What follows belongs to an exercise in optimizing a design on an open flow for small area, a short achievable clock period and few clock cycles; a production flow would make more cautious choices.
Only simulation tests tie the RTL to the original design; equivalence was not proved.
Power and IR drop assume default switching activity.

<file path="flow/config.mk">
export PLATFORM = sky130hd
export DESIGN_NAME = crc4pc
export DESIGN_NICKNAME = crc4pc
export VERILOG_FILES = /design/flow/design.v
export SDC_FILE = /design/flow/constraint.sdc
export NUM_CORES = 4
export LEC_CHECK = 0
export CAP_MARGIN = 20
export CORE_MARGIN = 2
export CORE_UTILIZATION = 30
export PLACE_DENSITY = 0.45
export SLEW_MARGIN = 20
</file>
<file path="flow/constraint.sdc">
create_clock -name core_clock -period 9.0 [get_ports {clk}]
set_input_delay 1.8000 -clock core_clock [delete_from_list [all_inputs] [get_ports {clk}]]
set_output_delay 1.8000 -clock core_clock [all_outputs]
set_load 0.01 [all_outputs]
</file>
<file path="flow/design.v">
module crc4pc (
    input  wire        clk,
    input  wire        rst,
    input  wire        req_valid,
    input  wire        req_write,
    input  wire        req_mem,
    input  wire [7:0]  req_addr,
    input  wire [31:0] req_wdata,
    output wire        req_ready,
    output reg         rsp_valid,
    output reg  [31:0] rsp_rdata
);
    localparam [4:0] R_CMD          = 5'd0,
                     R_STATUS       = 5'd1,
                     R_CRC_START    = 5'd2,
                     R_CRC_BITS     = 5'd3,
                     R_CRC_VALUE_LO = 5'd4,
                     R_CRC_VALUE_HI = 5'd5,
                     R_CRC_RESULT   = 5'd6,
                     R_SRC_ADDR     = 5'd7,
                     R_SRC_LEN      = 5'd8,
                     R_NAME_ADDR    = 5'd9,
                     R_NAME_LEN     = 5'd10,
                     R_MSG_ADDR     = 5'd11,
                     R_MSG_LEN      = 5'd12,
                     R_DST_ADDR     = 5'd13,
                     R_HDR          = 5'd14,
                     R_HDR_FIELDS   = 5'd15,
                     R_RES_SIZE     = 5'd16,
                     R_RES_NAME     = 5'd17,
                     R_RES_MSG_ADDR = 5'd18,
                     R_RES_MSG_LEN  = 5'd19,
                     R_MEMSIZE      = 5'd20;
    localparam [3:0] E_OK        = 4'd0,
                     E_EMPTY     = 4'd1,
                     E_NAME_LONG = 4'd2,
                     E_TRUNC_HDR = 4'd3,
                     E_FLAG      = 4'd4,
                     E_LENGTH    = 4'd5,
                     E_TRUNC_PKT = 4'd6,
                     E_CHECKSUM  = 4'd7,
                     E_BITS      = 4'd10,
                     E_ADDR      = 4'd11,
                     E_ILLEGAL   = 4'd12;
    localparam [3:0] S_IDLE  = 4'd0,
                     S_RANGE = 4'd1,    
                     S_HL    = 4'd2,    
                     S_HS    = 4'd3,    
                     S_AN    = 4'd4,    
                     S_AC    = 4'd5,    
                     S_AW    = 4'd6,    
                     S_AH    = 4'd7,    
                     S_DR    = 4'd8,    
                     S_WAIT  = 4'd9;    
    localparam [1:0] X_RANGE = 2'd0,
                     X_DIS   = 2'd1,
                     X_ASM   = 2'd2;
    function [3:0] m1;
        input [3:0] x;
        m1 = ({4{x[0]}} & 4'h7) ^ ({4{x[1]}} & 4'hE) ^
             ({4{x[2]}} & 4'hB) ^ ({4{x[3]}} & 4'h1);
    endfunction
    function [3:0] mp;
        input [3:0] x;
        input [2:0] e;
        case (e)
            3'd1:    mp = m1(x);
            3'd2:    mp = m1(m1(x));
            3'd3:    mp = m1(m1(m1(x)));
            3'd4:    mp = m1(m1(m1(m1(x))));
            3'd5:    mp = m1(m1(m1(m1(m1(x)))));
            3'd6:    mp = m1(m1(m1(m1(m1(m1(x))))));
            default: mp = x;
        endcase
    endfunction
    function [3:0] bw;
        input [7:0] b;
        bw = m1(b[7:4]) ^ b[3:0];
    endfunction
    localparam [767:0] T_MOD7 = 768'h688d63446b1a2358d11ac688d63446b1a2358d11ac688d63446b1a2358d11ac688d63446b1a2358d11ac688d63446b1a2358d11ac688d63446b1a2358d11ac688d63446b1a2358d11ac688d63446b1a2358d11ac688d63446b1a2358d11ac688;
    function [2:0] mod7;
        input [7:0] x;
        mod7 = T_MOD7 >> (3 * x);
    endfunction
    localparam [191:0] T_E2X6 = 192'h159d10ace88567442b3a2159d10ace88567442b3a2159d10;
    function [2:0] e2x6;
        input [5:0] x;
        e2x6 = T_E2X6 >> (3 * x);
    endfunction
    localparam [47:0] T_E_2A = 48'h42b3a2159d10;
    function [2:0] e_2a;
        input [3:0] x;
        e_2a = T_E_2A >> (3 * x);
    endfunction
    localparam [47:0] T_E_M2A = 48'ha14c5d0a62e8;
    function [2:0] e_m2a;
        input [3:0] x;
        e_m2a = T_E_M2A >> (3 * x);
    endfunction
    localparam [47:0] T_E3Q = 48'h621ab310d598;
    function [2:0] e3q;
        input [3:0] x;
        e3q = T_E3Q >> (3 * x);
    endfunction
    localparam [383:0] T_E_NIBS = 384'h000000000000000000000000000000000000000000000002491248006db5b6c9236da491248006db5b6c9236da491248;
    function [2:0] e_nibs;
        input [6:0] x;
        e_nibs = T_E_NIBS >> (3 * x);
    endfunction
    localparam [191:0] T_ADD7T = 192'h1ac688d63446b1a2358d11ac688d63446b1a2358d11ac688;
    function [2:0] add7t;
        input [5:0] x;
        add7t = T_ADD7T >> (3 * x);
    endfunction
    localparam [191:0] T_SUB7T = 192'h053970c0a72eb814e597029c72e0534e5c0a29cb81053970;
    function [2:0] sub7t;
        input [5:0] x;
        sub7t = T_SUB7T >> (3 * x);
    endfunction
    function [2:0] add7;
        input [2:0] a;
        input [2:0] b;
        add7 = add7t({a, b});
    endfunction
    function [2:0] sub7;
        input [2:0] a;
        input [2:0] b;
        sub7 = sub7t({a, b});
    endfunction
    function in_range;
        input [31:0] a;
        input [31:0] n;
        in_range = (n == 32'd0) ||
                   (a[31:9] == 23'd0 && n[31:9] == 23'd0 &&
                    ({1'b0, a[8:0]} + {1'b0, n[8:0]}) <= 10'd256);
    endfunction
    reg [3:0]  status_err;
    reg        status_done;
    reg [3:0]  crc_start;
    reg [6:0]  crc_bits;
    reg [31:0] crc_value_lo;
    reg [31:0] crc_value_hi;
    reg [3:0]  crc_raw;         
    reg [2:0]  crc_exp;
    reg [31:0] src_addr;
    reg [31:0] src_len;
    reg [31:0] name_addr;
    reg [31:0] name_len;
    reg [31:0] msg_addr;
    reg [31:0] msg_len;
    reg [31:0] dst_addr;
    reg [15:0] hdr;
    reg [5:0]  res_size;
    reg [7:0]  res_name_addr;
    reg [7:0]  res_msg_addr;
    reg [4:0]  res_msg_len;
    wire [3:0] crc_result = mp(crc_raw, crc_exp);
    reg        busy;
    reg        bg;        
    reg [3:0]  st;
    reg [7:0]  ptr;       
    reg [3:0]  amt;       
    reg [3:0]  cnt;       
    reg [1:0]  dw;        
    reg        first;     
    reg [4:0]  mlo;       
    reg [4:0]  mhi;
    reg [2:0]  cexp;      
    reg [15:0] hw;        
    reg [2:0]  rfc;       
    reg [3:0]  wq;        
    reg [3:0]  a_n;       
    reg [4:0]  a_k;       
    reg [5:0]  a_size;    
    reg [7:0]  a_na;      
    reg [7:0]  a_dst;     
    reg [8:0]  a_kd0;     
    reg [8:0]  a_end;     
    reg [7:0]  a_dlt;     
    reg        a_desc;    
    reg [3:0]  a_q0;      
    reg [3:0]  a_qe;      
    reg [127:0] stg;      
    reg        xv;        
    reg [1:0]  xk;        
    reg        xfirst;    
    reg        xlast;     
    reg [1:0]  xw;        
    reg [3:0]  xa;        
    reg [4:0]  xlo;       
    reg [4:0]  xhi;
    reg [2:0]  xrf;       
    reg [63:0] xt;        
    reg [3:0]  acc;       
    reg [2:0]  rfp;       
    wire [4:0] slot = req_addr[6:2];
    wire conflict = req_mem ||
                    (req_write ? (slot == R_CMD || slot == R_HDR)
                               : (slot == R_CRC_RESULT || slot == R_HDR || slot == R_HDR_FIELDS));
    assign req_ready = !busy || (bg && !conflict);
    wire host_acc = req_valid && req_ready;
    wire host_mwr = req_valid && !busy && req_write && req_mem;
    wire host_rwr = host_acc && req_write && !req_mem;
    reg  [2047:0] memv;                   
    wire [3:0]  ptr_hi1 = ptr[7:4] + 4'd1;
    wire [127:0] bank_out;
    wire [63:0]  rowsel;                  
    genvar gb, gr;
    generate
        for (gb = 0; gb < 16; gb = gb + 1) begin : g_bank
            wire [127:0] col;
            for (gr = 0; gr < 16; gr = gr + 1) begin : g_row
                assign col[8*gr +: 8] = memv[8*(16*gr + gb) +: 8];
            end
            assign rowsel[4*gb +: 4] = !busy ? req_addr[7:4] :
                                       ((gb < ptr[3:0]) ? ptr_hi1 : ptr[7:4]);
            assign bank_out[8*gb +: 8] = col[8*rowsel[4*gb +: 4] +: 8];
        end
    endgenerate
    wire [3:0]  c_asm = mp(acc, cexp);
    wire [7:0]  h0_asm = {a_k[0], a_n, 3'b101};
    wire        hdr_src = (st == S_AH) || (st == S_HS);
    wire        wr_st   = hdr_src || (st == S_AW);
    wire [7:0]  w_b0 = (st == S_HS) ? hdr[7:0]  : h0_asm;
    wire [7:0]  w_b1 = (st == S_HS) ? hdr[15:8] : {c_asm, a_k[4:1]};
    wire [127:0] rot_in = hdr_src ? {112'd0, w_b1, w_b0} :
                          (st == S_AW) ? stg : bank_out;
    wire [3:0]  ramt = !busy ? req_addr[3:0] : (wr_st ? amt : ptr[3:0]);
    wire [255:0] rot_dbl = {rot_in, rot_in} >> {ramt, 3'b000};
    wire [127:0] lane = rot_dbl[127:0];
    function [15:0] lanes;
        input [4:0] lo;
        input [4:0] hi;
        reg [31:0] th_hi;
        reg [31:0] th_lo;
        begin
            th_hi = {16'd0, 16'hFFFF} << hi;
            th_lo = {16'd0, 16'hFFFF} << lo;
            lanes = th_lo[15:0] & ~th_hi[15:0];
        end
    endfunction
    function [15:0] to_banks;
        input [15:0] m;
        input [3:0]  a;
        reg [31:0] d;
        begin
            d = {m, m} << a;
            to_banks = d[31:16];
        end
    endfunction
    wire [15:0] mlin = lanes(mlo, mhi);
    wire [15:0] mrot = to_banks(mlin, ptr[3:0]);
    wire        wact = (st == S_AC) || wr_st;
    wire [15:0] bvalid;
    wire [63:0] wrow;
    generate
        for (gb = 0; gb < 16; gb = gb + 1) begin : g_bv
            assign bvalid[gb] = !busy ? (host_mwr && req_addr[3:0] == gb) :
                                (wact && ((st == S_AC) ? mlin[gb] : mrot[gb]));
            assign wrow[4*gb +: 4] = (st == S_AC) ? wq : rowsel[4*gb +: 4];
        end
    endgenerate
    integer x;
    always @(posedge clk) begin
        for (x = 0; x < 256; x = x + 1) begin
            if (bvalid[x % 16] && wrow[4*(x % 16) +: 4] == (x / 16))
                memv[8*x +: 8] <= busy ? lane[8*(x % 16) +: 8] : req_wdata[7:0];
        end
    end
    integer y;
    always @(posedge clk) begin
        for (y = 0; y < 16; y = y + 1) begin
            if (st == S_AN && mrot[y])
                stg[8*y +: 8] <= bank_out[8*y +: 8];
        end
    end
    wire [63:0] tb;
    generate
        for (gb = 0; gb < 16; gb = gb + 1) begin : g_term
            assign tb[4*gb +: 4] = mp(bw(bank_out[8*gb +: 8]), (3 + 28 - 2*gb) % 7);
        end
    endgenerate
    wire [3:0]  dw_n   = hw[6:3];
    wire [4:0]  dw_m   = {hw[11:8], hw[7]};
    wire [5:0]  dw_sz  = 6'd2 + {2'd0, dw_n} + {1'b0, dw_m};
    wire [5:0]  dw_szm1 = dw_sz - 6'd1;
    wire [3:0]  dw_err = (hw[2:0] != 3'b101) ? E_FLAG :
                         (dw_n == 4'd0 || dw_m == 5'd0) ? E_LENGTH :
                         (src_len[31:6] == 26'd0 && src_len[5:0] < dw_sz) ? E_TRUNC_PKT : E_OK;
    wire [5:0]  dw_rem = dw_sz - {xw, 4'd0};
    wire [4:0]  dw_hi  = (dw_rem[5:4] != 2'd0) ? 5'd16 : {1'b0, dw_rem[3:0]};
    wire        dw_lastw = (dw_szm1[5:4] == xw);
    wire [15:0] xmask = to_banks(lanes((xk == X_DIS) ? 5'd0 : xlo, (xk == X_DIS) ? dw_hi : xhi), xa);
    wire [63:0] thi;
    wire [63:0] tlo;
    generate
        for (gb = 0; gb < 16; gb = gb + 1) begin : g_sum
            wire blo = (gb < xa);
            assign thi[4*gb +: 4] = (xmask[gb] && !blo) ? xt[4*gb +: 4] : 4'd0;
            assign tlo[4*gb +: 4] = (xmask[gb] &&  blo) ? xt[4*gb +: 4] : 4'd0;
        end
    endgenerate
    wire [3:0] shi = thi[3:0]   ^ thi[7:4]   ^ thi[11:8]  ^ thi[15:12] ^
                     thi[19:16] ^ thi[23:20] ^ thi[27:24] ^ thi[31:28] ^
                     thi[35:32] ^ thi[39:36] ^ thi[43:40] ^ thi[47:44] ^
                     thi[51:48] ^ thi[55:52] ^ thi[59:56] ^ thi[63:60];
    wire [3:0] slo = tlo[3:0]   ^ tlo[7:4]   ^ tlo[11:8]  ^ tlo[15:12] ^
                     tlo[19:16] ^ tlo[23:20] ^ tlo[27:24] ^ tlo[31:28] ^
                     tlo[35:32] ^ tlo[39:36] ^ tlo[43:40] ^ tlo[47:44] ^
                     tlo[51:48] ^ tlo[55:52] ^ tlo[59:56] ^ tlo[63:60];
    wire [3:0] usum = shi ^ mp(slo, 3'd3);
    wire [2:0]  dw_2s  = e_2a(src_addr[3:0]);
    wire [2:0]  dw_2sz = add7(add7(3'd4, e2x6({2'd0, dw_n})), e2x6({1'b0, dw_m}));
    wire [3:0]  dw_x   = mp(hw[15:12], sub7(3'd0, add7(dw_2sz, dw_2s))) ^
                         mp(hw[15:12], sub7(3'd5, dw_2s));
    wire [2:0] e_step  = (xk == X_RANGE) ? (xfirst ? sub7(3'd4, e_2a(xa)) : 3'd4) :
                         (xk == X_DIS) ? 3'd4 : sub7(rfp, xrf);
    wire [3:0] acc_src = (xk == X_DIS && xw == 2'd0) ? dw_x : acc;
    wire [3:0] acc_n   = mp(acc_src, e_step) ^ usum;
    wire [63:0] crc_value = {crc_value_hi, crc_value_lo};
    wire [63:0] vmask;
    wire [63:0] vterm;
    generate
        for (gb = 0; gb < 64; gb = gb + 1) begin : g_vm
            assign vmask[gb] = (crc_bits > gb);
        end
        for (gb = 0; gb < 16; gb = gb + 1) begin : g_vt
            assign vterm[4*gb +: 4] = mp(crc_value[4*gb +: 4] & vmask[4*gb +: 4], (gb + 1) % 7);
        end
    endgenerate
    wire [3:0] crcv = mp(crc_start, e_nibs(crc_bits)) ^
                      vterm[3:0]   ^ vterm[7:4]   ^ vterm[11:8]  ^ vterm[15:12] ^
                      vterm[19:16] ^ vterm[23:20] ^ vterm[27:24] ^ vterm[31:28] ^
                      vterm[35:32] ^ vterm[39:36] ^ vterm[43:40] ^ vterm[47:44] ^
                      vterm[51:48] ^ vterm[55:52] ^ vterm[59:56] ^ vterm[63:60];
    wire [3:0] hdr_ck = mp(bw(hdr[7:0]), 3'd3) ^ m1(hdr[11:8]);
    wire [4:0] asm_k    = (msg_len[31:5] != 27'd0) ? 5'd31 : msg_len[4:0];
    wire [5:0] asm_size = 6'd2 + {2'd0, name_len[3:0]} + {1'b0, asm_k};
    wire [7:0] asm_h0   = {asm_k[0], name_len[3:0], 3'b101};
    wire [3:0] asm_hck  = mp(bw(asm_h0), 3'd3) ^ m1(asm_k[4:1]);
    wire [8:0] asm_kd0  = {1'b0, dst_addr[7:0]} + 9'd2 + {5'd0, name_len[3:0]};
    wire [8:0] asm_end  = {1'b0, dst_addr[7:0]} + {3'd0, asm_size};
    wire [8:0] asm_last = asm_end - 9'd1;
    wire       asm_desc = {1'b0, msg_addr[7:0]} < asm_kd0;
    wire [3:0] rng_pad = 4'd0 - src_len[3:0];
    wire [8:0] rng_lm1 = src_len[8:0] - 9'd1;
    function [4:0] clamp16;
        input [8:0] x;
        input [3:0] q;
        reg [9:0] v;
        begin
            v = {1'b0, x} - {2'd0, q, 4'd0};
            clamp16 = v[9] ? 5'd0 : (v[8:4] != 5'd0) ? 5'd16 : {1'b0, v[3:0]};
        end
    endfunction
    wire [3:0] wq_nx = a_desc ? wq - 4'd1 : wq + 4'd1;
    wire [2:0]  rf_name = sub7(e_2a(a_na[3:0]), 3'd4);
    wire [2:0]  rfc0 = add7(add7(e2x6({3'd0, mod7(a_dst)}), e3q(a_q0)),
                            e_2a(a_dlt[3:0]));
    wire        rng_src  = in_range(src_addr, src_len);
    wire        rng_hs   = in_range(dst_addr, 32'd2);
    wire        rng_asm  = in_range(name_addr, name_len) &&
                           in_range(msg_addr, {27'd0, asm_k}) &&
                           in_range(dst_addr, {26'd0, asm_size});
    wire [3:0]  rng_acc0 = mp(crc_start, e_m2a(rng_pad));
    wire [4:0]  q0_lo    = clamp16(a_kd0, a_q0);
    wire [4:0]  q0_hi    = clamp16(a_end, a_q0);
    wire [4:0]  qn_lo    = clamp16(a_kd0, wq_nx);
    wire [4:0]  qn_hi    = clamp16(a_end, wq_nx);
    wire [2:0]  cexp_nx  = add7(e2x6(a_size), add7(rfc, 3'd3));
    wire [2:0]  rfc_nx   = add7(rfc, a_desc ? 3'd4 : 3'd3);
    wire [2:0]  xa_2a    = e_2a(xa);
    reg [31:0] reg_rd;
    always @(*) begin
        case (slot)
            R_STATUS:       reg_rd = {27'd0, status_done, status_err};
            R_CRC_START:    reg_rd = {28'd0, crc_start};
            R_CRC_BITS:     reg_rd = {25'd0, crc_bits};
            R_CRC_VALUE_LO: reg_rd = crc_value_lo;
            R_CRC_VALUE_HI: reg_rd = crc_value_hi;
            R_CRC_RESULT:   reg_rd = {28'd0, crc_result};
            R_SRC_ADDR:     reg_rd = src_addr;
            R_SRC_LEN:      reg_rd = src_len;
            R_NAME_ADDR:    reg_rd = name_addr;
            R_NAME_LEN:     reg_rd = name_len;
            R_MSG_ADDR:     reg_rd = msg_addr;
            R_MSG_LEN:      reg_rd = msg_len;
            R_DST_ADDR:     reg_rd = dst_addr;
            R_HDR:          reg_rd = {16'd0, hdr};
            R_HDR_FIELDS:   reg_rd = {4'd0, hdr[15:12], 3'd0, hdr[11:7], 4'd0, hdr[6:3], 5'd0, hdr[2:0]};
            R_RES_SIZE:     reg_rd = {26'd0, res_size};
            R_RES_NAME:     reg_rd = {24'd0, res_name_addr};
            R_RES_MSG_ADDR: reg_rd = {24'd0, res_msg_addr};
            R_RES_MSG_LEN:  reg_rd = {27'd0, res_msg_len};
            R_MEMSIZE:      reg_rd = 32'd256;
            default:        reg_rd = 32'd0;
        endcase
    end
    always @(posedge clk) begin
        if (rst)
            rsp_valid <= 1'b0;
        else
            rsp_valid <= host_acc && !req_write;
        if (host_acc && !req_write)
            rsp_rdata <= req_mem ? {24'd0, lane[7:0]} : reg_rd;
    end
    always @(posedge clk) begin
        xt <= tb;
        if (rst) begin
            busy          <= 1'b0;
            bg            <= 1'b0;
            st            <= S_IDLE;
            xv            <= 1'b0;
            status_err    <= E_OK;
            status_done   <= 1'b0;
            crc_start     <= 4'd0;
            crc_bits      <= 7'd0;
            crc_value_lo  <= 32'd0;
            crc_value_hi  <= 32'd0;
            crc_raw       <= 4'd0;
            crc_exp       <= 3'd0;
            src_addr      <= 32'd0;
            src_len       <= 32'd0;
            name_addr     <= 32'd0;
            name_len      <= 32'd0;
            msg_addr      <= 32'd0;
            msg_len       <= 32'd0;
            dst_addr      <= 32'd0;
            hdr           <= 16'd0;
            res_size      <= 6'd0;
            res_name_addr <= 8'd0;
            res_msg_addr  <= 8'd0;
            res_msg_len   <= 5'd0;
        end else begin
            if (host_rwr) begin
                case (slot)
                    R_CMD: begin
                        status_done <= 1'b1;
                        status_err  <= E_OK;
                        case (req_wdata[3:0])
                            4'h0: ;
                            4'h1: begin
                                if (crc_bits > 7'd64) begin
                                    status_err <= E_BITS;
                                end else begin
                                    crc_raw <= crcv;
                                    crc_exp <= 3'd0;
                                end
                            end
                            4'h2: begin
                                if (!rng_src) begin
                                    status_err <= E_ADDR;
                                end else if (src_len == 32'd0) begin
                                    crc_raw <= crc_start;
                                    crc_exp <= 3'd0;
                                end else begin
                                    busy  <= 1'b1;
                                    st    <= S_RANGE;
                                    ptr   <= src_addr[7:0] - {4'd0, rng_pad};
                                    mlo   <= {1'b0, rng_pad};
                                    mhi   <= 5'd16;
                                    first <= 1'b1;
                                    cnt   <= rng_lm1[7:4];
                                    acc   <= rng_acc0;
                                end
                            end
                            4'h3: begin
                                if (name_len == 32'd0 || name_len > 32'd15 ||
                                    msg_len == 32'd0 || msg_len > 32'd31)
                                    status_err <= E_LENGTH;
                                else
                                    hdr <= {4'd0, msg_len[4:0], name_len[3:0], 3'b101};
                            end
                            4'h4: hdr <= {crc_result, hdr[11:0]};
                            4'h5: begin
                                crc_raw <= hdr_ck;
                                crc_exp <= 3'd0;
                            end
                            4'h6: begin
                                if (!rng_src) begin
                                    status_err <= E_ADDR;
                                end else if (src_len < 32'd2) begin
                                    status_err <= E_TRUNC_HDR;
                                end else begin
                                    busy <= 1'b1;
                                    st   <= S_HL;
                                    ptr  <= src_addr[7:0];
                                end
                            end
                            4'h7: begin
                                if (!rng_hs) begin
                                    status_err <= E_ADDR;
                                end else begin
                                    busy <= 1'b1;
                                    st   <= S_HS;
                                    ptr  <= dst_addr[7:0];
                                    amt  <= 4'd0 - dst_addr[3:0];
                                    mlo  <= 5'd0;
                                    mhi  <= 5'd2;
                                end
                            end
                            4'h8: begin
                                if (name_len == 32'd0) begin
                                    status_err <= E_EMPTY;
                                end else if (name_len > 32'd15) begin
                                    status_err <= E_NAME_LONG;
                                end else if (msg_len == 32'd0) begin
                                    status_err <= E_EMPTY;
                                end else if (!rng_asm) begin
                                    status_err <= E_ADDR;
                                end else begin
                                    res_size      <= asm_size;
                                    res_name_addr <= dst_addr[7:0] + 8'd2;
                                    res_msg_addr  <= asm_kd0[7:0];
                                    res_msg_len   <= asm_k;
                                    busy   <= 1'b1;
                                    bg     <= 1'b1;
                                    st     <= S_AN;
                                    ptr    <= name_addr[7:0];
                                    mlo    <= 5'd0;
                                    mhi    <= {1'b0, name_len[3:0]};
                                    acc    <= asm_hck;
                                    rfp    <= 3'd0;
                                    a_n    <= name_len[3:0];
                                    a_k    <= asm_k;
                                    a_size <= asm_size;
                                    a_na   <= name_addr[7:0];
                                    a_dst  <= dst_addr[7:0];
                                    a_kd0  <= asm_kd0;
                                    a_end  <= asm_end;
                                    a_dlt  <= msg_addr[7:0] - asm_kd0[7:0];
                                    a_desc <= asm_desc;
                                    a_q0   <= asm_desc ? asm_last[7:4] : asm_kd0[7:4];
                                    a_qe   <= asm_desc ? asm_kd0[7:4] : asm_last[7:4];
                                end
                            end
                            4'h9: begin
                                if (!rng_src) begin
                                    status_err <= E_ADDR;
                                end else if (src_len < 32'd2) begin
                                    status_err <= E_TRUNC_HDR;
                                end else begin
                                    busy <= 1'b1;
                                    st   <= S_DR;
                                    ptr  <= src_addr[7:0];
                                    dw   <= 2'd0;
                                end
                            end
                            default: status_err <= E_ILLEGAL;
                        endcase
                    end
                    R_CRC_START:    crc_start    <= req_wdata[3:0];
                    R_CRC_BITS:     crc_bits     <= req_wdata[6:0];
                    R_CRC_VALUE_LO: crc_value_lo <= req_wdata;
                    R_CRC_VALUE_HI: crc_value_hi <= req_wdata;
                    R_SRC_ADDR:     src_addr     <= req_wdata;
                    R_SRC_LEN:      src_len      <= req_wdata;
                    R_NAME_ADDR:    name_addr    <= req_wdata;
                    R_NAME_LEN:     name_len     <= req_wdata;
                    R_MSG_ADDR:     msg_addr     <= req_wdata;
                    R_MSG_LEN:      msg_len      <= req_wdata;
                    R_DST_ADDR:     dst_addr     <= req_wdata;
                    R_HDR:          hdr          <= req_wdata[15:0];
                    default: ;
                endcase
            end
            xv     <= 1'b0;
            xa     <= ptr[3:0];
            xlo    <= mlo;
            xhi    <= mhi;
            xfirst <= first;
            xlast  <= (cnt == 4'd0);
            xw     <= dw;
            xrf    <= (st == S_AN) ? rf_name : rfc;
            if (busy) begin
                case (st)
                    S_RANGE: begin
                        xv    <= 1'b1;
                        xk    <= X_RANGE;
                        ptr   <= ptr + 8'd16;
                        cnt   <= cnt - 4'd1;
                        first <= 1'b0;
                        mlo   <= 5'd0;
                        if (cnt == 4'd0)
                            st <= S_WAIT;
                    end
                    S_HL: begin
                        hdr         <= {lane[15:8], lane[7:0]};
                        status_err  <= E_OK;
                        status_done <= 1'b1;
                        busy        <= 1'b0;
                        st          <= S_IDLE;
                    end
                    S_HS: begin
                        status_err  <= E_OK;
                        status_done <= 1'b1;
                        busy        <= 1'b0;
                        st          <= S_IDLE;
                    end
                    S_AN: begin
                        xv   <= 1'b1;
                        xk   <= X_ASM;
                        st   <= S_AC;
                        wq   <= a_q0;
                        ptr  <= {a_q0, 4'd0} + a_dlt;
                        rfc  <= rfc0;
                        mlo  <= q0_lo;
                        mhi  <= q0_hi;
                    end
                    S_AC: begin
                        xv <= 1'b1;
                        xk <= X_ASM;
                        if (wq == a_qe) begin
                            st   <= S_AW;
                            ptr  <= a_dst + 8'd2;
                            amt  <= a_na[3:0] - a_dst[3:0] - 4'd2;
                            mlo  <= 5'd0;
                            mhi  <= {1'b0, a_n};
                            cexp <= cexp_nx;
                        end else begin
                            wq  <= wq_nx;
                            ptr <= a_desc ? ptr - 8'd16 : ptr + 8'd16;
                            rfc <= rfc_nx;
                            mlo <= qn_lo;
                            mhi <= qn_hi;
                        end
                    end
                    S_AW: begin
                        st  <= S_AH;
                        ptr <= a_dst;
                        amt <= 4'd0 - a_dst[3:0];
                        mhi <= 5'd2;
                    end
                    S_AH: begin
                        hdr     <= {c_asm, a_k[4:1], a_k[0], a_n, 3'b101};
                        crc_raw <= c_asm;
                        crc_exp <= 3'd0;
                        busy    <= 1'b0;
                        bg      <= 1'b0;
                        st      <= S_IDLE;
                    end
                    S_DR: begin
                        xv  <= 1'b1;
                        xk  <= X_DIS;
                        ptr <= ptr + 8'd16;
                        dw  <= dw + 2'd1;
                        if (dw == 2'd0)
                            hw <= {lane[15:8], lane[7:0]};
                        if (dw != 2'd0 && (dw == 2'd2 || dw_sz <= {dw + 2'd1, 4'd0}))
                            st <= S_WAIT;
                    end
                    default: ;
                endcase
            end
            if (xv) begin
                acc <= acc_n;
                if (xk == X_ASM)
                    rfp <= xrf;
                if (xk == X_RANGE && xlast) begin
                    crc_raw     <= acc_n;
                    crc_exp     <= xa_2a;
                    status_err  <= E_OK;
                    status_done <= 1'b1;
                    busy        <= 1'b0;
                    st          <= S_IDLE;
                    xv          <= 1'b0;
                end
                if (xk == X_DIS) begin
                    if (xw == 2'd0 && dw_err != E_OK) begin
                        status_err  <= dw_err;
                        status_done <= 1'b1;
                        busy        <= 1'b0;
                        st          <= S_IDLE;
                        xv          <= 1'b0;
                    end else if (dw_lastw) begin
                        status_done <= 1'b1;
                        busy        <= 1'b0;
                        st          <= S_IDLE;
                        xv          <= 1'b0;
                        if (acc_n != 4'd0) begin
                            status_err <= E_CHECKSUM;
                        end else begin
                            status_err    <= E_OK;
                            hdr           <= hw;
                            crc_raw       <= hw[15:12];
                            crc_exp       <= 3'd0;
                            res_size      <= dw_sz;
                            res_name_addr <= src_addr[7:0] + 8'd2;
                            res_msg_addr  <= src_addr[7:0] + 8'd2 + {4'd0, dw_n};
                            res_msg_len   <= dw_m;
                        end
                    end
                end
            end
        end
    end
endmodule
</file>
<file path="flow/run.sh">
#!/bin/bash
# synth_recipe.tcl (not shown) runs the flow's synth.tcl, then flattens the netlist and writes it again
# the make line also repeats each setting of config.mk as NAME=value (left out here)
make -C /OpenROAD-flow-scripts/flow DESIGN_CONFIG=/design/flow/config.mk WORK_HOME=/design/flow/orfs CLKGATE_MAP_FILE= SYNTH_SCRIPT=/design/flow/synth_recipe.tcl finish
</file>
==> flow_summary_export.csv, run 1 <==
group,metric,value,unit
run_status,status,"finished clean",
logic_synthesis,yosysUniqueCellTypes,113,
critical_path,cp-start-kind,"flop",
critical_path,r2r_start,"msg_len[6]$_SDFFE_PP0P_",
drt,ant_nets,0,
floorplan,die_h,687,microns
global_route,overflow,0,
logic_synthesis,synth_xor_area_share,3.54,%
critical_path,cp.buffers_inverters,1,
global_route,grt_usage,21.8,%
critical_path,worstPathArrival,9430,ps
sta,setup_viol,0,
global_route,grt_pass1_wl,743000,microns
final_layout,final_layout_size_suffix_gt1_share,15.2,%
drt,avgRoutedWirePerCell,29.3,microns
cts,cts.path.max_buffers,4,
logic_synthesis,synth-seq-area-share,56.6,%
floorplan,initial_core_util,30.0,%
final_layout,final_common_cell,"edfxtp_1",
final_layout,nets,12000,
critical_path,cp-startpoint,"msg_len[6]$_SDFFE_PP0P_",
place,numPortBuffers,78,
critical_path,cp_max_fo,6,
place,place_hpwl,381000,microns
cts,cts.sinks,2781,
critical_path,crit_slowest_cell,"a222oi_1",
logic_synthesis,syn_nets,11900,
logic_synthesis,synth_top_family_by_area,"multiplexers",
logic_synthesis,synth_compound_area_share,10.8,%
critical_path,worst_path_dominant_cell_family,"simple AND/OR/NAND/NOR gates",
critical_path,crit_path_end_kind,"flop",
sta,max_freq,115,MHz
floorplan,die_area,473000,sq um
sta,period_share,96.9,%
logic_synthesis,ys_ff_latch,2781,
logic_synthesis,synthArstFlopShare,0,%
drt,vias_per_cell,5.53,
floorplan,die_x,687,microns
hold_path,hp-class,"flop to flop",
global_route,use_met3,3.99,%
drt,drtPass1Iterations,8,
critical_path,crit_chain,"nor4_1 > nand4_1 > nor3_2 > inv_1 > ha_1 > ha_1 > fa_1 > xor2_2 > ha_1 > xnor2_1 > or4_1 > nor2_1 > nand2b_1 > nor2_1 > nand3_1 > a21oi_1 > o21ai_0 > a222oi_1 > a21oi_1 > nand2b_1 > or2_2 > nand2b_1 > a221oi_1 > a21oi_1",
sta,rsz0062_at_grt,"false",
logic_synthesis,syn_inst,11600,
floorplan,coreArea,466000,sq um
power_and_ir_drop,leakage,54.3,nW
logic_synthesis,synth_edf_count,2355,
final_layout,area_delta_synth_final,14.6,%
critical_path,endpoint,"ptr[6]$_DFFE_PN_",
logic_synthesis,synth_area,140000,sq um
final_layout,most-common-layout-cells,"edfxtp_1 (2355), nand2_1 (1741), a21oi_1 (872)",
global_route,antenna_found_initial,44,
final_layout,stdcell_count,18200,
drt,totalWireLength,533000,microns
sta,period_needed,8720,ps
logic_synthesis,synthAdderAreaFrac,2.10,%
logic_synthesis,yosys_warnings,1,
cts,root_buffer,"clkbuf_16",
final_layout,postLayoutCoreUtil,34.4,%
global_route,grt_pass1_vias,97300,
sta,slew_viol_final,0,
critical_path,ff2ff_path_depth,24,
place,place_area,150000,sq um
critical_path,r2r-end,"ptr[6]$_DFFE_PN_",
power_and_ir_drop,p_per_area,194,nW/um^2
global_route,grt_max_degree,121,
drt,drt_iter0_drc,12000,
logic_synthesis,synthMuxAreaShare,14.2,%
critical_path,required,9710,ps
global_route,met1_usage,30.2,%
flow_run,cap_viol_max_count,0,
cts,clock_latency,1010,ps
logic_synthesis,synthSimpleGateAreaFrac,10.1,%
sta,fin_skew,119,ps
place,place_congestion,0.967,
logic_synthesis,synthFlopType,"edfxtp_1",
cts,hold_buffers,0,
floorplan,rows,251,
critical_path,worst-path-stages,24,
critical_path,rrSetupSlack,280,ps
final_layout,fin_area,161000,sq um
cts,cts_buffers,320,
drt,via_count,101000,
sta,slew_headroom,13.0,%
critical_path,critical_path.max_stage_delay,720,ps
cts,htree_levels,5,
final_layout,fillers,45700,
logic_synthesis,syn_avg_cell_area,12.0,sq um
global_route,busiest_layer,"met2",
cts,cts_tree,"done",
global_route,grt_use_met2,34.0,%
floorplan,ios,79,
place,dpl.cell_count,17600,
cts,cts_resized,1,
power_and_ir_drop,ir_worst_vdd,0.241,mV
cts,cts_setup_buffers,0,
sta,setup_tns,0,ps
sta,hold_viol_final,0,
cts,path_clk_slew,60,ps
drt,drc_errors,0,
critical_path,crit_type,"flop to flop",
sta,worstMarginPinSlew,1300,ps
==> tightest hold or removal path: cells and delay by family (launching register included) <==
| family | cells | cell delay (ps) |
|---|---|---|
| buffers and inverters | 1 | 50 |
| flip-flops | 1 | 310 |
| AO/OA/AOI/OAI | 1 | 60 |
==> cells in the mapped netlist (18+ instances only) <==
master / instances / share of area (%)
xnor2_1: 370 / 2.3
a21o_1: 49 / 0.26
dfxtp_1: 426 / 6.1
inv_1: 215 / 0.58
ha_1: 209 / 1.9
or2_2: 40 / 0.18
nand3_1: 119 / 0.43
nor3_1: 136 / 0.49
a22o_1: 52 / 0.33
nand4_1: 31 / 0.14
and3_1: 53 / 0.24
a31oi_1: 126 / 0.56
a211oi_1: 119 / 0.64
o31ai_1: 26 / 0.14
o22ai_1: 64 / 0.29
a22oi_1: 87 / 0.47
clkbuf_1: 653 / 1.7
nand2_1: 1745 / 4.7
mux2i_1: 635 / 4.5
nor2b_1: 114 / 0.51
buf_1: 114 / 0.31
o21ai_0: 561 / 2.0
a21oi_1: 925 / 3.3
o21ai_1: 32 / 0.11
nand2b_1: 65 / 0.29
a221oi_1: 81 / 0.51
a222oi_1: 34 / 0.24
and2_1: 27 / 0.12
or3_1: 46 / 0.21
o21a_1: 20 / 0.11
mux2_2: 113 / 0.91
mux4_2: 536 / 8.6
o211ai_1: 39 / 0.21
edfxtp_1: 2355 / 50
xor2_1: 166 / 1.0
nor4_1: 57 / 0.25
nor3b_1: 18 / 0.096
nor2_1: 792 / 2.1
o221ai_1: 27 / 0.17
a221o_1: 18 / 0.13
==> per-layer routing <==
layer  part of all wire (%)  wire length, microns
met1                     43                231000
met2                     45                240000
met3                    7.6                 40600
met4                    4.0                 21300
met5                  0.013                    71
==> flip-flops by register name, indices dropped and copies added, names as in the netlist, 32 cells and up <==
signal        flops
dst_addr         32
name_addr        32
rsp_rdata        32
stg             128
xt               64
msg_addr         32
memv           2048
msg_len          32
src_addr         32
crc_value_lo     32
crc_value_hi     32
src_len          32
name_len         32
==> per-stage QoR <==
| step | power, mW | setup slack (ps) | hold slack [ps] |
|---|---|---|---|
| 2_1_floorplan | 16.7 | 2050 | 424 |
| 3_3_place_gp | 18.5 | 81.5 | 454 |
| 3_5_place_dp | 18.5 | 54.4 | 452 |
| 4_1_cts | 31.3 | 255 | 465 |
| 5_1_grt | 32.0 | 59.7 | 486 |
| 6_report | 31.1 | 283 | 466 |
==> cell families after synthesis <==
family,Yosys count
simple gates,3301
compound gates,2463
flops,2781
buf+inv,1011
mux,1296
fa+ha+maj,229
xor+xnor,548
==> power by group <==
part / internal [mW] / switching (mW)
registers: 14.1 / 0.170
clock network: 7.28 / 5.48
logic: 1.40 / 2.64
total: 22.8 / 8.29
==> worst min-delay path by stage <==
stage	start	end	slack, ps	depth (start not counted)
6_report	bg$_SDFF_PP0_	bg$_SDFF_PP0_	470	2
5_1_grt	dst_addr[31]$_SDFFE_PP0P_	dst_addr[31]$_SDFFE_PP0P_	490	2
4_1_cts	bg$_SDFF_PP0_	bg$_SDFF_PP0_	460	2
3_5_place_dp	bg$_SDFF_PP0_	bg$_SDFF_PP0_	450	2
2_1_floorplan	ptr[2]$_DFFE_PP_	xa[2]$_DFFE_PN_	420	0
3_3_place_gp	msg_len[28]$_SDFFE_PP0P_	msg_len[28]$_SDFFE_PP0P_	450	2
==> cell type report <==
cell class	count	area, sq um	share of cell area [%]
timing repair buffer	569	4680	2.91
inverter	225	847	0.528
multi-input combinational	7837	57900	36.1
tap	6198	7750	4.83
sequential	2781	79300	49.4
clock buffer	429	8740	5.44
clock inverter	139	1360	0.849
antenna	13	32.5	0.0203
Testbench counts, summed over its fixed seeds: cycles 10,161.
==> run 2, diff against run 1 <==
--- a/flow/config.mk
+++ b/flow/config.mk
@@ -7,6 +7,6 @@
 export LEC_CHECK = 0
 export CAP_MARGIN = 20
 export CORE_MARGIN = 2
-export CORE_UTILIZATION = 30
-export PLACE_DENSITY = 0.45
+export CORE_UTILIZATION = 45
+export PLACE_DENSITY = 0.6
 export SLEW_MARGIN = 20
==> flow_summary_export.csv, run 2 <==
group,metric,value,unit
logic_synthesis,synthArstFlopShare,0,%
cts,cts_setup_buffers,0,
logic_synthesis,syn_inst,11600,
sta,fin_skew,74.8,ps
logic_synthesis,yosysUniqueCellTypes,113,
logic_synthesis,netlist.area_leader.share,50.5,%
logic_synthesis,synth_area,140000,sq um
cts,hold_buffers,0,
logic_synthesis,syn_nets,11900,
global_route,grt_pass1_wl,698000,microns
cts,cts.path.max_buffers,4,
drt,via_count,102000,
power_and_ir_drop,finalPower,30.9,mW
hold_path,hp-class,"flop to flop",
cts,htree_levels,5,
sta,slew_headroom,18.1,%
final_layout,largest_register_ffs,2048,
critical_path,cp_common_cell,"xnor3_1",
sta,slew_viol_final,0,
floorplan,die_h,562,microns
power_and_ir_drop,leakage,54.3,nW
run_status,status,"finished clean",
drt,ant_nets,0,
critical_path,cp_max_fo,51,
global_route,grt_max_degree,135,
floorplan,rows,204,
sta,period_share,94.0,%
drt,drtPass1Iterations,19,
logic_synthesis,synth-seq-area-share,56.6,%
logic_synthesis,yosys-top-cells-area,"edfxtp_1 (50%), mux4_2 (8.6%), dfxtp_1 (6.1%)",
sta,max_freq,118,MHz
floorplan,initial_core_util,45.3,%
place,place_hpwl,350000,microns
drt,drt_iter0_drc,14100,
final_layout,final_layout_size_suffix_gt1_share,15.2,%
floorplan,coreArea,309000,sq um
critical_path,worstPathArrival,9310,ps
critical_path,required,9850,ps
logic_synthesis,synthTopCellsByCount,"edfxtp_1 (2355), nand2_1 (1745), a21oi_1 (925)",
logic_synthesis,yosysMostFrequentCell,"edfxtp_1",
critical_path,cp-start-kind,"flop",
drt,drc_errors,0,
flow_run,cap_viol_max_count,0,
sta,worstMarginPinSlew,1220,ps
logic_synthesis,yosysTopAreaCell,"edfxtp_1",
global_route,grt_pass1_vias,97200,
critical_path,crit_type,"flop to flop",
sta,hold_viol_final,0,
drt,avgRoutedWirePerCell,30.5,microns
critical_path,critical_path.max_stage_delay,660,ps
final_layout,reg_top3,"memv (2048), stg (128), xt (64)",
critical_path,crit_chain,"ha_1 > inv_1 > fa_1 > nor2b_1 > o21a_1 > or3_1 > a211o_1 > o21ai_0 > or4_1 > nand3_1 > nand3_1 > o21ai_0 > nand2_1 > xnor3_1 > xnor3_1 > xnor3_1 > xnor2_1 > xnor2_1 > xnor3_1 > or2_0 > or4_2 > buf_12 > o2111a_1 > a32o_1",
cts,cts.sinks,2781,
final_layout,most-common-layout-cells,"edfxtp_1 (2355), nand2_1 (1740), a21oi_1 (878)",
logic_synthesis,synth_edf_count,2355,
sta,setup_tns,0,ps
cts,cts_resized,0,
sta,period_needed,8460,ps
sta,rsz0062_at_grt,"false",
global_route,antenna_found_initial,45,
cts,clock_latency,970,ps
logic_synthesis,ys_ff_latch,2781,
logic_synthesis,syn_avg_cell_area,12.0,sq um
place,numPortBuffers,78,
floorplan,die_x,562,microns
critical_path,crit_path_end_kind,"flop",
floorplan,ios,79,
power_and_ir_drop,p_per_area,196,nW/um^2
final_layout,top_register,"memv",
cts,cts_tree,"done",
cts,root_buffer,"clkbuf_16",
drt,vias_per_cell,6.32,
power_and_ir_drop,ir_worst_vdd,0.215,mV
global_route,overflow,0,
critical_path,crit_slowest_cell,"or4_2",
final_layout,nets,12000,
final_layout,final_common_cell,"edfxtp_1",
cts,path_clk_slew,60,ps
global_route,grt_usage,30.4,%
place,place_congestion,1.06,
floorplan,die_area,316000,sq um
sta,setup_viol,0,
cts,cts_buffers,305,
logic_synthesis,synthFlopType,"edfxtp_1",
drt,totalWireLength,492000,microns
logic_synthesis,yosys_warnings,1,
final_layout,area_delta_synth_final,12.6,%
run 2: cell count changes in the layout (fill, tap and decap cells not counted), sizes merged, moves of 4 or more:
cell,change
clkbuf,-34
clkinv,+9
bufinv,+9
clkinvlp,-4
inv,+6
diode,+18
run 2: final cells by class:
cell class / count / area [sq um]
fillers: 26600 / 152000
flip-flops and latches: 2781 / 79200
multi-input cells: 7837 / 57700
clock buffers: 395 / 8240
well taps: 4120 / 5150
repair buffers: 567 / 4690
clock inverters: 159 / 1800
inverters: 225 / 847
diodes: 31 / 77.6
run 2: worst paths after layout:
path | slack (ps) | depth (start not counted) | to | start
worst max-delay path | 540 | 24 | crc_exp[1]$_SDFF_PP0_ | hw[5]$_DFFE_PP_
worst min-delay path | 460 | 2 | bg$_SDFF_PP0_ | bg$_SDFF_PP0_
worst max register to register | 540 | 24 | crc_exp[1]$_SDFF_PP0_ | hw[5]$_DFFE_PP_
worst min register to register | 460 | 2 | bg$_SDFF_PP0_ | bg$_SDFF_PP0_
run 2: worst max-delay path: cells and delay by family, from the launching register on:
kind | cells | cell delay (ps)
AO/OA/AOI/OAI | 6 | 1660
XOR/XNOR | 6 | 2600
adder cells (fa/ha/maj) | 2 | 840
buffers and inverters | 2 | 310
flip-flops | 1 | 550
AND/OR/NAND/NOR | 8 | 2400
run 2: metal layers:
metal / track usage (%) / wire (microns) / vias to the layer above
met4: 16.1 / 29500 / 22
met2: 46.3 / 219000 / 5747
met3: 6.83 / 49300 / 1190
met1: 40.6 / 194000 / 51100
li1: - / - / 43900
met5: 0 / 155 / -
run 2: kinds of logic (layout without fill, tap and decap cells):
kind of cell	count (synthesis)	after routing	synth area share (%)
xor gates and xnor gates	548	548	3.54
AOI/OAI and AO/OA	2463	2463	10.8
adders and majority gates	229	229	2.10
buffers and inverters	1011	1346	2.75
other	0	31	0
DFF	2781	2781	56.6
and+or+nand+nor	3301	3301	10.1
muxes	1296	1296	14.2
run 2: per-stage QoR:
step	util (%)	hold slack (ps)	cell area [sq um]	setup slack (ps)	instances
2_1_floorplan	-	424	140000	2050	11600
3_3_place_gp	47.7	449	148000	827	15500
4_1_cts	51.0	462	158000	692	16100
6_report	51.0	464	158000	538	16100
3_5_place_dp	47.7	450	148000	757	15500
5_1_grt	51.0	489	158000	126	16100
run 2: power breakdown:
group	internal (mW)	switching (mW)	total (mW)
clock network	7.24	5.39	12.6
registers	14.1	0.165	14.3
logic	1.41	2.58	3.99
total	22.7	8.14	30.9
==> run 3, diff against run 2 <==
--- a/flow/design.v
+++ b/flow/design.v
@@ -334,8 +334,67 @@
                       vterm[35:32] ^ vterm[39:36] ^ vterm[43:40] ^ vterm[47:44] ^
                       vterm[51:48] ^ vterm[55:52] ^ vterm[59:56] ^ vterm[63:60];
     wire [3:0] hdr_ck = mp(bw(hdr[7:0]), 3'd3) ^ m1(hdr[11:8]);
-    wire [4:0] asm_k    = (msg_len[31:5] != 27'd0) ? 5'd31 : msg_len[4:0];
-    wire [5:0] asm_size = 6'd2 + {2'd0, name_len[3:0]} + {1'b0, asm_k};
+    reg        hz_src_a, hz_src_l, hz_name_a, hz_name_l, hz_msg_a, hz_dst_a;   
+    reg        z_src_l, z_name_l, z_msg_l;     
+    reg        lt2_src_l;                      
+    reg        big_name_l;                     
+    reg        big_msg_l;                      
+    reg [4:0]  r_asm_k;                        
+    reg [5:0]  r_asm_size;                     
+    wire [4:0] w_k   = (req_wdata[31:5] != 27'd0) ? 5'd31 : req_wdata[4:0];
+    wire       w_hz  = (req_wdata[31:9] == 23'd0);
+    wire       w_z   = (req_wdata == 32'd0);
+    always @(posedge clk) begin
+        if (rst) begin
+            hz_src_a   <= 1'b1;
+            hz_src_l   <= 1'b1;
+            hz_name_a  <= 1'b1;
+            hz_name_l  <= 1'b1;
+            hz_msg_a   <= 1'b1;
+            hz_dst_a   <= 1'b1;
+            z_src_l    <= 1'b1;
+            z_name_l   <= 1'b1;
+            z_msg_l    <= 1'b1;
+            lt2_src_l  <= 1'b1;
+            big_name_l <= 1'b0;
+            big_msg_l  <= 1'b0;
+            r_asm_k    <= 5'd0;
+            r_asm_size <= 6'd2;
+        end else if (host_rwr) begin
+            case (slot)
+                R_SRC_ADDR:  hz_src_a  <= w_hz;
+                R_SRC_LEN: begin
+                    hz_src_l  <= w_hz;
+                    z_src_l   <= w_z;
+                    lt2_src_l <= (req_wdata[31:1] == 31'd0);
+                end
+                R_NAME_ADDR: hz_name_a <= w_hz;
+                R_NAME_LEN: begin
+                    hz_name_l  <= w_hz;
+                    z_name_l   <= w_z;
+                    big_name_l <= (req_wdata[31:4] != 28'd0);
+                    r_asm_size <= 6'd2 + {2'd0, req_wdata[3:0]} + {1'b0, r_asm_k};
+                end
+                R_MSG_ADDR:  hz_msg_a  <= w_hz;
+                R_MSG_LEN: begin
+                    z_msg_l   <= w_z;
+                    big_msg_l <= (req_wdata[31:5] != 27'd0);
+                    r_asm_k   <= w_k;
+                    r_asm_size <= 6'd2 + {2'd0, name_len[3:0]} + {1'b0, w_k};
+                end
+                R_DST_ADDR:  hz_dst_a  <= w_hz;
+                default: ;
+            endcase
+        end
+    end
+    function in_range9;
+        input [8:0] a;
+        input [8:0] n;
+        input       hz;        
+        in_range9 = hz && ({1'b0, a} + {1'b0, n}) <= 10'd256;
+    endfunction
+    wire [4:0] asm_k    = r_asm_k;
+    wire [5:0] asm_size = r_asm_size;
     wire [7:0] asm_h0   = {asm_k[0], name_len[3:0], 3'b101};
     wire [3:0] asm_hck  = mp(bw(asm_h0), 3'd3) ^ m1(asm_k[4:1]);
     wire [8:0] asm_kd0  = {1'b0, dst_addr[7:0]} + 9'd2 + {5'd0, name_len[3:0]};
@@ -357,11 +416,17 @@
     wire [2:0]  rf_name = sub7(e_2a(a_na[3:0]), 3'd4);
     wire [2:0]  rfc0 = add7(add7(e2x6({3'd0, mod7(a_dst)}), e3q(a_q0)),
                             e_2a(a_dlt[3:0]));
-    wire        rng_src  = in_range(src_addr, src_len);
-    wire        rng_hs   = in_range(dst_addr, 32'd2);
-    wire        rng_asm  = in_range(name_addr, name_len) &&
-                           in_range(msg_addr, {27'd0, asm_k}) &&
-                           in_range(dst_addr, {26'd0, asm_size});
+    wire        f_rng_src = z_src_l || in_range9(src_addr[8:0], src_len[8:0], hz_src_a && hz_src_l);
+    wire        f_rng_hs  = in_range9(dst_addr[8:0], 9'd2, hz_dst_a);
+    wire        f_rng_asm = in_range9(name_addr[8:0], name_len[8:0], hz_name_a && hz_name_l) &&
+                            in_range9(msg_addr[8:0], {4'd0, asm_k}, hz_msg_a) &&
+                            in_range9(dst_addr[8:0], {3'd0, asm_size}, hz_dst_a);
+    wire        f_src0    = z_src_l;
+    wire        f_srclt2  = lt2_src_l;
+    wire        f_n0      = z_name_l;
+    wire        f_nbig    = big_name_l;
+    wire        f_m0      = z_msg_l;
+    wire        f_mbig    = big_msg_l;
     wire [3:0]  rng_acc0 = mp(crc_start, e_m2a(rng_pad));
     wire [4:0]  q0_lo    = clamp16(a_kd0, a_q0);
     wire [4:0]  q0_hi    = clamp16(a_end, a_q0);
@@ -448,9 +513,9 @@
                                 end
                             end
                             4'h2: begin
-                                if (!rng_src) begin
+                                if (!f_rng_src) begin
                                     status_err <= E_ADDR;
-                                end else if (src_len == 32'd0) begin
+                                end else if (f_src0) begin
                                     crc_raw <= crc_start;
                                     crc_exp <= 3'd0;
                                 end else begin
@@ -465,8 +530,7 @@
                                 end
                             end
                             4'h3: begin
-                                if (name_len == 32'd0 || name_len > 32'd15 ||
-                                    msg_len == 32'd0 || msg_len > 32'd31)
+                                if (f_n0 || f_nbig || f_m0 || f_mbig)
                                     status_err <= E_LENGTH;
                                 else
                                     hdr <= {4'd0, msg_len[4:0], name_len[3:0], 3'b101};
@@ -477,9 +541,9 @@
                                 crc_exp <= 3'd0;
                             end
                             4'h6: begin
-                                if (!rng_src) begin
+                                if (!f_rng_src) begin
                                     status_err <= E_ADDR;
-                                end else if (src_len < 32'd2) begin
+                                end else if (f_srclt2) begin
                                     status_err <= E_TRUNC_HDR;
                                 end else begin
                                     busy <= 1'b1;
@@ -488,7 +552,7 @@
                                 end
                             end
                             4'h7: begin
-                                if (!rng_hs) begin
+                                if (!f_rng_hs) begin
                                     status_err <= E_ADDR;
                                 end else begin
                                     busy <= 1'b1;
@@ -500,13 +564,13 @@
                                 end
                             end
                             4'h8: begin
-                                if (name_len == 32'd0) begin
+                                if (f_n0) begin
                                     status_err <= E_EMPTY;
-                                end else if (name_len > 32'd15) begin
+                                end else if (f_nbig) begin
                                     status_err <= E_NAME_LONG;
-                                end else if (msg_len == 32'd0) begin
+                                end else if (f_m0) begin
                                     status_err <= E_EMPTY;
-                                end else if (!rng_asm) begin
+                                end else if (!f_rng_asm) begin
                                     status_err <= E_ADDR;
                                 end else begin
                                     res_size      <= asm_size;
@@ -535,9 +599,9 @@
                                 end
                             end
                             4'h9: begin
-                                if (!rng_src) begin
+                                if (!f_rng_src) begin
                                     status_err <= E_ADDR;
-                                end else if (src_len < 32'd2) begin
+                                end else if (f_srclt2) begin
                                     status_err <= E_TRUNC_HDR;
                                 end else begin
                                     busy <= 1'b1;
--- a/flow/config.mk
+++ b/flow/config.mk
@@ -7,6 +7,6 @@
 export LEC_CHECK = 0
 export CAP_MARGIN = 20
 export CORE_MARGIN = 2
-export CORE_UTILIZATION = 45
-export PLACE_DENSITY = 0.6
+export CORE_UTILIZATION = 30
+export PLACE_DENSITY = 0.45
 export SLEW_MARGIN = 20
==> flow_summary_export.csv, run 3 <==
group,metric,value,unit
sta,max_freq,119,MHz
global_route,grt_pass1_vias,97700,
hold_path,hp-class,"flop to flop",
critical_path,crit_type,"flop to flop",
power_and_ir_drop,ir_worst_vdd,0.238,mV
cts,path_clk_slew,60,ps
logic_synthesis,yosysMostFrequentCell,"edfxtp_1",
cts,cts.sinks,2804,
logic_synthesis,yosys_warnings,1,
place,place_congestion,0.992,
sta,hold_viol_final,0,
drt,via_count,101000,
drt,vias_per_cell,5.50,
critical_path,cp-start-kind,"flop",
critical_path,rrSetupSlack,570,ps
critical_path,r2r-end,"res_size[3]$_SDFF_PP0_",
global_route,grt_pass1_wl,758000,microns
logic_synthesis,synthSimpleGateAreaFrac,10.0,%
drt,drc_errors,0,
floorplan,die_x,688,microns
critical_path,cp_max_fo,34,
logic_synthesis,synthTopCellsByCount,"edfxtp_1 (2355), nand2_1 (1724), a21oi_1 (952)",
cts,htree_levels,5,
floorplan,die_h,688,microns
place,dpl.cell_count,17700,
floorplan,initial_core_util,30.1,%
logic_synthesis,synthAdderAreaFrac,2.14,%
logic_synthesis,synthMuxAreaShare,13.6,%
critical_path,worstPathArrival,9370,ps
global_route,grt_usage,22.3,%
cts,cts.path.max_buffers,4,
logic_synthesis,yosysTopAreaCell,"edfxtp_1",
critical_path,required,9940,ps
logic_synthesis,synth-seq-area-share,56.7,%
critical_path,r2r_start,"hw[3]$_DFFE_PP_",
logic_synthesis,ys_ff_latch,2804,
final_layout,postLayoutCoreUtil,34.7,%
sta,worstMarginPinSlew,1310,ps
final_layout,most-common-layout-cells,"edfxtp_1 (2355), nand2_1 (1717), a21oi_1 (898)",
drt,avgRoutedWirePerCell,29.7,microns
sta,fin_skew,104,ps
logic_synthesis,synth_top_family_by_area,"multiplexers",
floorplan,rows,251,
logic_synthesis,synth_edf_count,2355,
drt,drt_iter0_drc,11700,
logic_synthesis,synthArstFlopShare,0,%
sta,setup_viol,0,
final_layout,final_layout_size_suffix_gt1_share,16.3,%
place,numPortBuffers,78,
final_layout,top_register,"memv",
critical_path,crit_path_end_kind,"flop",
cts,clock_latency,1040,ps
sta,setup_tns,0,ps
final_layout,final_common_cell,"edfxtp_1",
final_layout,reg_top3,"memv (2048), stg (128), xt (64)",
sta,rsz0062_at_grt,"false",
run_status,status,"finished clean",
final_layout,largest_register_ffs,2048,
sta,period_needed,8430,ps
flow_run,cap_viol_max_count,0,
cts,cts_buffers,326,
hold_path,hold_path_depth,2,
cts,cts_tree,"done",
logic_synthesis,syn_inst,11700,
drt,drtPass1Iterations,7,
logic_synthesis,synth_compound_area_share,11.3,%
place,place_hpwl,389000,microns
cts,hold_buffers,0,
floorplan,die_area,474000,sq um
logic_synthesis,synth_area,140000,sq um
power_and_ir_drop,leakage,54.1,nW
cts,root_buffer,"clkbuf_16",
final_layout,stdcell_count,18300,
final_layout,nets,12100,
power_and_ir_drop,finalPower,31.5,mW
logic_synthesis,synth_xor_area_share,3.45,%
sta,slew_headroom,12.1,%
drt,totalWireLength,543000,microns
logic_synthesis,synthFlopType,"edfxtp_1",
logic_synthesis,syn_avg_cell_area,12.0,sq um
global_route,grt_max_degree,104,
final_layout,fillers,45700,
drt,ant_nets,0,
global_route,overflow,0,
logic_synthesis,yosys-top-cells-area,"edfxtp_1 (50%), mux4_2 (8.5%), dfxtp_1 (6.4%)",
sta,period_share,93.6,%
hold_path,worstHoldStart,"msg_len[19]$_SDFFE_PP0P_",
logic_synthesis,syn_nets,12000,
floorplan,coreArea,467000,sq um
global_route,antenna_found_initial,29,
floorplan,ios,79,
sta,slew_viol_final,0,
logic_synthesis,netlist.area_leader.share,50.3,%
critical_path,ff2ff_path_depth,25,
hold_path,min_to,"msg_len[19]$_SDFFE_PP0P_",
power_and_ir_drop,p_per_area,195,nW/um^2
final_layout,area_delta_synth_final,15.2,%
logic_synthesis,yosysUniqueCellTypes,102,
==> run 3: cell count changes after synthesis, sizes merged, moves of 21 or more <==
cell / before / now
mux2i: 636 / 491
nor4: 59 / 34
dfxtp: 426 / 449
xnor2: 371 / 398
inv: 219 / 198
a21oi: 929 / 953
mux2: 124 / 191
clkbuf: 654 / 712
buf: 132 / 102
o21ai: 595 / 561
nand2: 1746 / 1724
o211ai: 40 / 143
xor2: 166 / 141
==> run 3: cell families after synthesis <==
| group | count (synthesis) |
|---|---|
| AND/OR/NAND/NOR | 3306 |
| flip-flops | 2804 |
| AO/OA/AOI/OAI | 2558 |
| multiplexers | 1214 |
| buffers and inverters | 1016 |
| XOR/XNOR | 544 |
| adder cells (fa/ha/maj) | 233 |
==> run 3: where the power goes <==
| part | internal [mW] | switching (mW) | total (mW) |
|---|---|---|---|
| Combinational | 1.33 | 2.32 | 3.65 |
| Sequential | 14.2 | 0.236 | 14.4 |
| Clock | 7.67 | 5.75 | 13.4 |
==> run 3: worst max path at each step <==
stage,start,to
2_1_floorplan,r_asm_k[0]$_SDFFE_PP0P_,a_desc$_DFFE_PP_
6_report,hw[3]$_DFFE_PP_,res_size[3]$_SDFF_PP0_
5_1_grt,hw[7]$_DFFE_PP_,hdr[10]$_SDFF_PP0_
4_1_cts,hw[3]$_DFFE_PP_,res_size[3]$_SDFF_PP0_
3_5_place_dp,req_addr[4],memv[1413]$_DFFE_PP_
3_3_place_gp,hw[3]$_DFFE_PP_,res_size[3]$_SDFF_PP0_
==> run 3: through the flow <==
stage	hold WS, ps	worst slack (ps)	area (sq um)
after CTS	454	393	162000
after floorplan	406	2280	140000
after global placement	441	392	151000
final	454	574	162000
after global routing	467	20.1	162000
after detailed placement	446	354	151000
==> run 3: routing by layer <==
| layer | vias to the layer above | part of all wire (%) | global-route usage, % |
|---|---|---|---|
| met5 | - | 0.013 | 0 |
| met4 | 10 | 4.5 | 8.87 |
| met3 | 921 | 6.6 | 3.13 |
| met2 | 4173 | 46 | 35.6 |
| met1 | 51500 | 43 | 30.4 |
| li1 | 44100 | - | - |
==> run 3: area by class of cell <==
| cell class | instances | area [sq um] | area share, % |
|---|---|---|---|
| Inverter | 202 | 759 | 0.469 |
| Antenna cell | 17 | 42.5 | 0.0263 |
| Clock inverter | 200 | 2250 | 1.39 |
| Clock buffer | 393 | 8520 | 5.26 |
| Multi-Input combinational cell | 7855 | 57800 | 35.7 |
| Sequential cell | 2804 | 79700 | 49.2 |
| Tap cell | 6198 | 7750 | 4.79 |
| Timing Repair Buffer | 617 | 5090 | 3.15 |
==> run 3: critical path, cell delays in order, from the launching register on <==
cell and delay (ps):
edfxtp_1 570, inv_1 120, ha_1 330, mux4_2 690, and3_1 320, nor2_2 290
mux2_2 380, a32oi_1 290, a22o_1 450, nor4_1 120, or4b_1 630, or2_1 430
a211oi_1 390, o21ai_0 170, a311oi_1 310, nand2_1 220, a21boi_0 180, nor3_1 320
a211oi_1 100, o32ai_2 610, xor2_1 250, and3_1 260, nand3_2 200, buf_12 260
mux2_4 320, nor2_1 90
==> run 3: repair_timing <==
action                                  in CTS  in global routing
endpoints found under the setup margin       0                 43
resized for setup                            0                  4
setup buffers                                0                  0
Testbench counts of run 3, summed over its fixed seeds: cycles 10,161.

## re-timing with driven ports
No port has a modelled driver above. Below, the same layouts with a new extraction and two added sets of constraints.
Step 1, drivers: a clkbuf_16 drives clk and a buf_2 each remaining input, both assumed.
Step 2 moves the port delays by t, midway between the first and last clock arrival at a register: inputs arrive t later, outputs are due t later. That takes back most of the time a late clock gives input paths.
a / b / c = ideal ports / drivers / drivers and shift; a / b = the first two.
run | shift t [ns] | setup slack, ns | slew at the worst register clock pin (ns) | worst data-port slew with drivers (ns) | pins driven straight from the clock port
run 1 | 1.060 | 0.283 / 0.283 / 0.283 | 0.07 / 0.07 | 0.33 | 1
run 2 | 1.048 | 0.538 / 0.538 / 0.538 | 0.08 / 0.08 | 0.21 | 1
run 3 | 1.099 | 0.574 / 0.574 / 0.082 | 0.07 / 0.07 | 0.19 | 1
After both steps every run listed still meets setup and hold. For run 3, which loses most, drivers alone change the setup slack by 0.000 ns; drivers and shift together by -0.492 ns.
